This is an optimization exercise on Yosys and OpenROAD, whose aim is a short achievable clock period and few clock cycles, not a production implementation.
In this exercise RTL edits were held to simulation tests only and were not proved equivalent to the original.
Power figures rest on the tool's default switching activity, not on a simulated workload.

--- flow/run.sh ---
#!/bin/bash
# synth_recipe.tcl (not shown) runs the flow's synth.tcl, then flattens the netlist and writes it again
# the make line also repeats each setting of config.mk as NAME=value (left out here)
make -C /OpenROAD-flow-scripts/flow DESIGN_CONFIG=/design/flow/config.mk WORK_HOME=/design/flow/orfs CLKGATE_MAP_FILE= SYNTH_SCRIPT=/design/flow/synth_recipe.tcl finish
--- flow/config.mk ---
export PLATFORM = sky130hd
export DESIGN_NAME = acb_bitstream
export DESIGN_NICKNAME = acb_bitstream
export VERILOG_FILES = /design/flow/design.v
export SDC_FILE = /design/flow/constraint.sdc
export NUM_CORES = 4
export LEC_CHECK = 0
export CAP_MARGIN = 20
export CORE_MARGIN = 2
export CORE_UTILIZATION = 40
export SLEW_MARGIN = 20
--- flow/constraint.sdc ---
create_clock -name core_clock -period 10.0 [get_ports {clk}]
set_input_delay 2.0000 -clock core_clock [delete_from_list [all_inputs] [get_ports {clk}]]
set_output_delay 2.0000 -clock core_clock [all_outputs]
set_load 0.01 [all_outputs]
--- flow/design.v ---
module acb_bitstream (
    input  wire        clk,
    input  wire        rst,
    input  wire        start,
    input  wire [3:0]  op,
    input  wire [7:0]  imm,
    input  wire [31:0] arg0,
    output reg         done,
    output reg  [31:0] res0,
    output reg  [2:0]  err_code,
    output reg  [31:0] err_info,
    output wire [15:0] bs_pos,
    output wire [12:0] bs_len,
    output wire [11:0] bsb_raddr,
    input  wire [7:0]  bsb_rdata,
    output wire        bsb_we,
    output wire [11:0] bsb_waddr,
    output wire [7:0]  bsb_wdata
);
    localparam [12:0] BUF_CAP  = 13'd4096;
    localparam [16:0] BIT_CAP  = 17'd32768;
    localparam [3:0] OP_CLEAR     = 4'd0,
                     OP_GETPOS    = 4'd1,
                     OP_SETPOS    = 4'd2,
                     OP_READ      = 4'd3,
                     OP_PEEK      = 4'd4,
                     OP_WRITE     = 4'd5,
                     OP_ALIGN     = 4'd6,
                     OP_READBYTE  = 4'd7,
                     OP_WRITEBYTE = 4'd8;
    localparam [2:0] E_NONE       = 3'd0,
                     E_INVALIDARG = 3'd1,
                     E_ILLEGAL    = 3'd2,
                     E_UNEXPEND   = 3'd3,
                     E_CAPACITY   = 3'd5;
    localparam [2:0] S_IDLE   = 3'd0,
                     S_R_ADDR = 3'd1,
                     S_R_DATA = 3'd2,
                     S_W_BYTE = 3'd3,
                     S_W_DATA = 3'd4;
    reg [2:0]  state;
    reg [15:0] pos;         
    reg [12:0] len;         
    reg        peek;        
    reg [15:0] wp;          
    reg [5:0]  rem;         
    reg [30:0] val;         
    reg [30:0] acc;         
    assign bs_pos = pos;
    assign bs_len = len;
    wire [16:0] pos_al  = ({1'b0, pos} + 17'd7) & ~17'd7;            
    wire [16:0] pos_n   = {1'b0, pos} + {12'd0, imm[4:0]};           
    wire [16:0] len_bits = {1'b0, len, 3'd0};
    wire        n_bad   = (imm > 8'd31);
    wire        n_zero  = (imm == 8'd0);
    wire [11:0] k      = wp[14:3];
    wire [2:0]  b      = wp[2:0];
    wire [3:0]  room   = 4'd8 - {1'b0, b};
    wire [3:0]  m      = ({2'b0, rem} < {2'b0, room}) ? rem[3:0] : room;
    wire [7:0]  mmask  = (8'd1 << m) - 8'd1;
    wire [3:0]  sh     = room - m;                                   
    wire [30:0] wchunk = (val >> (rem - {2'b0, m})) & {23'd0, mmask};
    wire [7:0]  wbits  = wchunk[7:0] << sh;
    wire [7:0]  rbits  = (bsb_rdata >> sh) & mmask;
    wire        last   = ({2'b0, m} == rem);
    reg        we;
    reg [11:0] waddr;
    reg [7:0]  wdata;
    always @(*) begin
        we = 1'b0;
        waddr = k;
        wdata = 8'h00;
        case (state)
            S_W_BYTE: begin
                if ({1'b0, k} > len) begin           
                    we = 1'b1;
                    waddr = len[11:0];
                    wdata = 8'h00;
                end else if ({1'b0, k} == len) begin  
                    we = 1'b1;
                    wdata = wbits;
                end
            end
            S_W_DATA: begin
                we = 1'b1;
                wdata = bsb_rdata | wbits;
            end
            default: ;
        endcase
    end
    assign bsb_we    = we;
    assign bsb_waddr = waddr;
    assign bsb_wdata = wdata;
    assign bsb_raddr = k;
    always @(posedge clk) begin
        if (rst) begin
            state    <= S_IDLE;
            done     <= 1'b0;
            res0     <= 32'd0;
            err_code <= E_NONE;
            err_info <= 32'd0;
            pos      <= 16'd0;
            len      <= 13'd0;
            peek     <= 1'b0;
            wp       <= 16'd0;
            rem      <= 6'd0;
            val      <= 31'd0;
            acc      <= 31'd0;
        end else begin
            done <= 1'b0;
            case (state)
                S_IDLE: begin
                    if (start) begin
                        err_code <= E_NONE;
                        err_info <= 32'd0;
                        res0     <= 32'd0;
                        acc      <= 31'd0;
                        peek     <= (op == OP_PEEK);
                        case (op)
                            OP_CLEAR: begin
                                len  <= 13'd0;
                                pos  <= 16'd0;
                                done <= 1'b1;
                            end
                            OP_GETPOS: begin
                                res0 <= {16'd0, pos};
                                done <= 1'b1;
                            end
                            OP_SETPOS: begin
                                if (arg0 > {15'd0, BIT_CAP}) begin
                                    err_code <= E_INVALIDARG;
                                    err_info <= arg0;
                                end else begin
                                    pos <= arg0[15:0];
                                end
                                done <= 1'b1;
                            end
                            OP_READ, OP_PEEK: begin
                                if (n_bad) begin
                                    err_code <= E_INVALIDARG;
                                    err_info <= {24'd0, imm};
                                    done     <= 1'b1;
                                end else if (n_zero) begin
                                    done <= 1'b1;
                                end else if (pos_n > len_bits) begin
                                    err_code <= E_UNEXPEND;
                                    err_info <= {16'd0, pos};
                                    done     <= 1'b1;
                                end else begin
                                    wp    <= pos;
                                    rem   <= {1'b0, imm[4:0]};
                                    state <= S_R_ADDR;
                                end
                            end
                            OP_READBYTE: begin
                                if (pos_al + 17'd8 > len_bits) begin
                                    err_code <= E_UNEXPEND;
                                    err_info <= {16'd0, pos};
                                    done     <= 1'b1;
                                end else begin
                                    wp    <= pos_al[15:0];
                                    rem   <= 6'd8;
                                    state <= S_R_ADDR;
                                end
                            end
                            OP_WRITE: begin
                                if (n_bad) begin
                                    err_code <= E_INVALIDARG;
                                    err_info <= {24'd0, imm};
                                    done     <= 1'b1;
                                end else if (pos_n > BIT_CAP) begin
                                    err_code <= E_CAPACITY;
                                    err_info <= {16'd0, pos};
                                    done     <= 1'b1;
                                end else if (n_zero) begin
                                    done <= 1'b1;
                                end else begin
                                    wp    <= pos;
                                    rem   <= {1'b0, imm[4:0]};
                                    val   <= arg0[30:0];
                                    state <= S_W_BYTE;
                                end
                            end
                            OP_ALIGN: begin
                                pos  <= pos_al[15:0];
                                done <= 1'b1;
                            end
                            OP_WRITEBYTE: begin
                                if (pos_al + 17'd8 > BIT_CAP) begin
                                    err_code <= E_CAPACITY;
                                    err_info <= {16'd0, pos};
                                    done     <= 1'b1;
                                end else begin
                                    wp    <= pos_al[15:0];
                                    rem   <= 6'd8;
                                    val   <= {23'd0, arg0[7:0]};
                                    state <= S_W_BYTE;
                                end
                            end
                            default: begin
                                err_code <= E_ILLEGAL;
                                err_info <= {28'd0, op};
                                done     <= 1'b1;
                            end
                        endcase
                    end
                end
                S_R_ADDR: begin
                    state <= S_R_DATA;
                end
                S_R_DATA: begin
                    acc <= (acc << m) | {23'd0, rbits};
                    wp  <= wp + {12'd0, m};
                    rem <= rem - {2'd0, m};
                    if (last) begin
                        state <= S_IDLE;
                        done  <= 1'b1;
                        res0  <= {1'b0, (acc << m) | {23'd0, rbits}};
                        if (!peek) pos <= wp + {12'd0, m};
                    end else begin
                        state <= S_R_ADDR;
                    end
                end
                S_W_BYTE: begin
                    if ({1'b0, k} > len) begin
                        len <= len + 13'd1;
                    end else if ({1'b0, k} == len) begin
                        len <= len + 13'd1;
                        wp  <= wp + {12'd0, m};
                        rem <= rem - {2'd0, m};
                        if (last) begin
                            state <= S_IDLE;
                            done  <= 1'b1;
                            pos   <= wp + {12'd0, m};
                        end
                    end else begin
                        state <= S_W_DATA;
                    end
                end
                S_W_DATA: begin
                    wp  <= wp + {12'd0, m};
                    rem <= rem - {2'd0, m};
                    if (last) begin
                        state <= S_IDLE;
                        done  <= 1'b1;
                        pos   <= wp + {12'd0, m};
                    end else begin
                        state <= S_W_BYTE;
                    end
                end
                default: state <= S_IDLE;
            endcase
        end
    end
endmodule
==> summary.txt <==
CLOCK NETWORK
---------------------------------------------------------------------------------
Maximum clock insertion buffer count ...............................            2
CTS resizes ........................................................            0
TritonCTS clock tree ...............................................         done
Cts-stage hold buffer count ........................................            0
Clock transition at the registers of the reported paths ............        80 ps
Clk sinks ..........................................................          184
CTS H-tree depth ...................................................            4
Total CTS buffers ..................................................           17
Clock latency on the worst-skew pair ...............................       460 ps
Clock root buffer ..................................................    clkbuf_16
Number of buffers inserted by post-CTS setup repair ................            0

YOSYS
---------------------------------------------------------------------------------
Avg Synthesized Cell Area ..........................................    7.916 µm²
Synthesized netlist cell count .....................................         1853
Number of flip-flops and latches in the synthesized netlist ........          184
Sequential-to-total area share from yosys stat .....................       0.2511
Synth unique cells .................................................           95
Number of warning messages in the yosys log ........................            1
Post-synth design cell area ........................................  0.01467 mm²
Synth Net Count ....................................................         1970
Fraction of synthesis flops using an asynchronous set or reset pin .            0
Dominant register cell in the synthesized netlist ..................      dfxtp_1
Number of flops mapped to enable cells by yosys ....................            0

PWR
---------------------------------------------------------------------------------
Max VDD drop .......................................................     139.5 µV
Pwr Density ........................................................ 118.6 mW/mm²
Leakage power total ................................................     6.545 nW

CRITICAL PATH
---------------------------------------------------------------------------------
Timing endpoint of the critical path ............................... bsb_wdata[5]
Origin of the critical flop-to-flop path ...........................       pos[1]
Worst-path cell chain .............................................. inv_1, ha_1, inv_1, ha_1, a21o_1, o211a_1, nor2_1, a21o_1, inv_2, ha_1, nor2b_1, o22ai_1, a22o_2, nor2_1, mux2_1, o211ai_1, o211ai_1, mux2i_1, nor2_1, a221o_1, clkdlybuf4s50_1
Kind of end point of the critical path .............................  output port
End of the worst register-to-register path .........................        wp[3]
Slowest CP cell ....................................................       nor2_1
Minimum setup slack among reg-to-reg paths .........................      4060 ps
Launching element type of the critical path ........................     register
Launching instance or port of the critical path ....................        wp[0]
Cell depth of the worst setup path .................................           21
Top delay family on crit path ...................................... compound AO/OA/AOI/OAI gates
Required time at the worst-slack endpoint ..........................      8000 ps
Worst Setup Path Type .............................................. register to output port
Crit-path max FO ...................................................           17
Number of cells on the worst reg-to-reg path .......................           19
Maximum single-stage delay on the critical path ....................       640 ps
Sum of buffers and inverters on the critical path ..................            4
Arrival time worst endpoint ........................................      6840 ps

TIMING
---------------------------------------------------------------------------------
Setup repair after global routing missed its margin ................        false
Slew Limit Headroom ................................................       0.3022
Final worst-path setup slack .......................................      1163 ps
Worst slew pin tran ................................................      1043 ps
Crit path time final ...............................................      8837 ps
# setup viols final ................................................            0
Total negative slack for setup checks ..............................         0 ps
Number of hold violations in the final report ......................            0
Period Utilization, post-route .....................................       0.8837
Count of final max-slew check failures .............................            0
Final worst clock skew .............................................     16.29 ps
Fmax achieved ......................................................   0.1132 GHz

PLACEMENT
---------------------------------------------------------------------------------
Dpl ws .............................................................      1711 ps
Input/output buffers ...............................................          183
Routability-driven placement congestion ratio ......................       0.9603
Detailed placement HPWL ............................................     41540 µm

GRT
---------------------------------------------------------------------------------
Number of antenna violations at the first check in global routing ..            2
Overflow left after global routing .................................            0
Number of global-route vias before repair ..........................        14110
Overall routing resource usage .....................................       0.2804
First-pass GRT wire length .........................................     83750 µm
Pin count of the biggest net entering global routing ...............           70

RUN
---------------------------------------------------------------------------------
Number of max-cap violations .......................................            0

ROUTE
---------------------------------------------------------------------------------
First-iteration detailed-routing DRC count .........................         1341
Total number of vias ...............................................        14900
Routed Wire Length .................................................     54620 µm
Average detailed-routed wire length per instance ...................     22.51 µm
Via/cell ratio .....................................................        6.140
Pre-antenna DRT Iters ..............................................            7
Routed Antenna Nets ................................................            0
# DRC ..............................................................            0

FINAL LAYOUT
---------------------------------------------------------------------------------
Synthesis-to-finish area growth ....................................       17.83%
Most common cell after layout, fill and taps aside .................      nand2_1
Area of the multi-input gates ......................................  0.01017 mm²
Net count, final ...................................................         2062
Flip-flop and latch area ........................................... 0.003684 mm²
Layout cells sized above 1 .........................................      0.07409
# fillers ..........................................................         3593
Most used cells in the layout excluding fill and tap cells ......... nand2_1 (231), dfxtp_1 (184), clkdlybuf4s50_1 (182)

FLOORPLAN
---------------------------------------------------------------------------------
Horizontal extent of the die .......................................     195.5 µm
Total die area .....................................................  0.03822 mm²
Core Footprint .....................................................  0.03635 mm²
Number of I/O pins .................................................          185
Initial Util .......................................................       0.4035
Site row count .....................................................           70
Die Y ..............................................................     195.5 µm

STATUS
---------------------------------------------------------------------------------
Run status ......................................................... complete, no violations

WORST HOLD PATH
---------------------------------------------------------------------------------
Kind of path behind the tightest hold check ........................ register to register

==> worst min-delay path: cells and delay by family (launching register included) <==
kind             cells  cell delay [ps]
flip-flops           1              310
AND/OR/NAND/NOR      1               50
AO/OA/AOI/OAI        1               50
==> synthesized netlist by cell type, types with 10 or more instances <==
master    count  area, µm²
nand2_1     231      867.1
dfxtp_1     184       3684
nor2_1      165      619.3
mux2i_1     146       1461
a21oi_1     145      725.7
clkbuf_1     88      330.3
nand3_1      63      315.3
o21ai_0      63      315.3
ha_1         58      725.7
xnor2_1      53      464.2
inv_1        44      165.2
nor3_1       36      180.2
a211oi_1     31      232.7
mux2_2       27      304.0
a22oi_1      26      195.2
buf_2        25      125.1
a21o_1       23      172.7
nand4_1      23      143.9
a311oi_1     22      192.7
buf_4        21      157.7
xor2_1       21      183.9
nand2b_1     20      125.1
nor4_1       20      125.1
nor2b_1      19      118.9
o211ai_1     18      135.1
and3_1       17      106.4
a221oi_1     16      140.1
mux4_2       15      337.8
a32o_1       14      140.1
or3_1        13      81.33
a211o_1      11      96.34
o22ai_1      11      68.82
a31oi_1      10      62.56
==> cell families after synthesis <==
family | count (synthesis) | share of synthesized area
compound gates | 493 | 0.2337
xor+xnor | 74 | 0.04419
fa+ha+maj | 65 | 0.05698
buf+inv | 193 | 0.05801
flops | 184 | 0.2511
mux | 190 | 0.1457
other cells | 1 | 0.0002557
simple gates | 653 | 0.2100
==> sequential cells by signal (all words and copies together) (netlist names) <==
register,count
rem,6
len,13
val,31
acc,31
done,1
err_code,3
pos,16
res0,31
state,3
err_info,32
peek,1
wp,16
==> cell type report <==
class / count / area share
Sequential cell: 184 / 0.2131
Tap cell: 468 / 0.03388
Clock inverter: 10 / 0.005574
Multi-Input combinational cell: 1476 / 0.5886
Clock buffer: 21 / 0.02606
Inverter: 48 / 0.01042
Antenna cell: 1 / 0.0001448
Timing Repair Buffer: 218 / 0.1222
==> per-layer routing <==
layer,wire [µm],part of all wire,vias up,global-route usage
met5,12,0.00022,-,0
met4,2159,0.040,2,0.1216
met3,3315,0.061,125,0.04301
met2,25280,0.46,549,0.4567
met1,23850,0.44,7197,0.3683
li1,-,-,7022,-
==> report_power, final <==
| part | switching [mW] | total [mW] | internal, mW |
|---|---|---|---|
| registers | 0.0190 | 0.764 | 0.745 |
| logic | 0.389 | 0.616 | 0.227 |
| clock network | 0.320 | 0.670 | 0.350 |
| total | 0.729 | 2.05 | 1.32 |
==> worst min-delay path by stage <==
stage	startpoint	endpoint	slack, ps	depth (start not counted)
floorplan	val[0]	val[0]	430	2
global placement	res0[27]	res0[27]	440	2
detailed placement	res0[25]	res0[25]	450	2
CTS	res0[27]	res0[27]	460	2
global route	res0[27]	res0[27]	480	2
finish	res0[27]	res0[27]	460	2
==> metrics by stage <==
stage / power [mW] / util / area [µm²] / hold WS [ps] / std cells
after detailed placement: 1.386 / 0.4596 / 16700 / 447.4 / 2393
after global routing: 2.140 / 0.4755 / 17280 / 480.1 / 2426
after CTS: 2.054 / 0.4746 / 17250 / 457.7 / 2424
after floorplan: 1.205 / - / 14670 / 433.2 / 1853
final: 2.050 / 0.4755 / 17280 / 455.2 / 2426
after global placement: 1.385 / 0.4596 / 16700 / 442.3 / 2393
Testbench counts, summed over its fixed seeds: cycles 24,780.

==> re-timing with driven ports <==
The results above use ideal ports. As a check the final layout listed here was re-extracted and re-timed, cells and wires unchanged.
Step 1 sets driving cells, clkbuf_16 on the clock port and buf_2 on the other inputs (assumed; they add their load-dependent delay and slew).
Step 2 moves the port delays by t, midway between the first and last clock arrival at a register: inputs arrive t later, outputs are due t later. That takes back most of the time a late clock gives input paths.
Slacks: ideal / step 1 / step 2; pairs: ideal / step 1.
shift t [ns]: 0.507
setup slack, ns: 1.163 / 1.111 / 1.618
worst setup path at the end: register to output
After both steps setup and hold are still met in this run. The setup slack of this run moves by -0.052 ns with the drivers and by +0.455 ns with both steps.
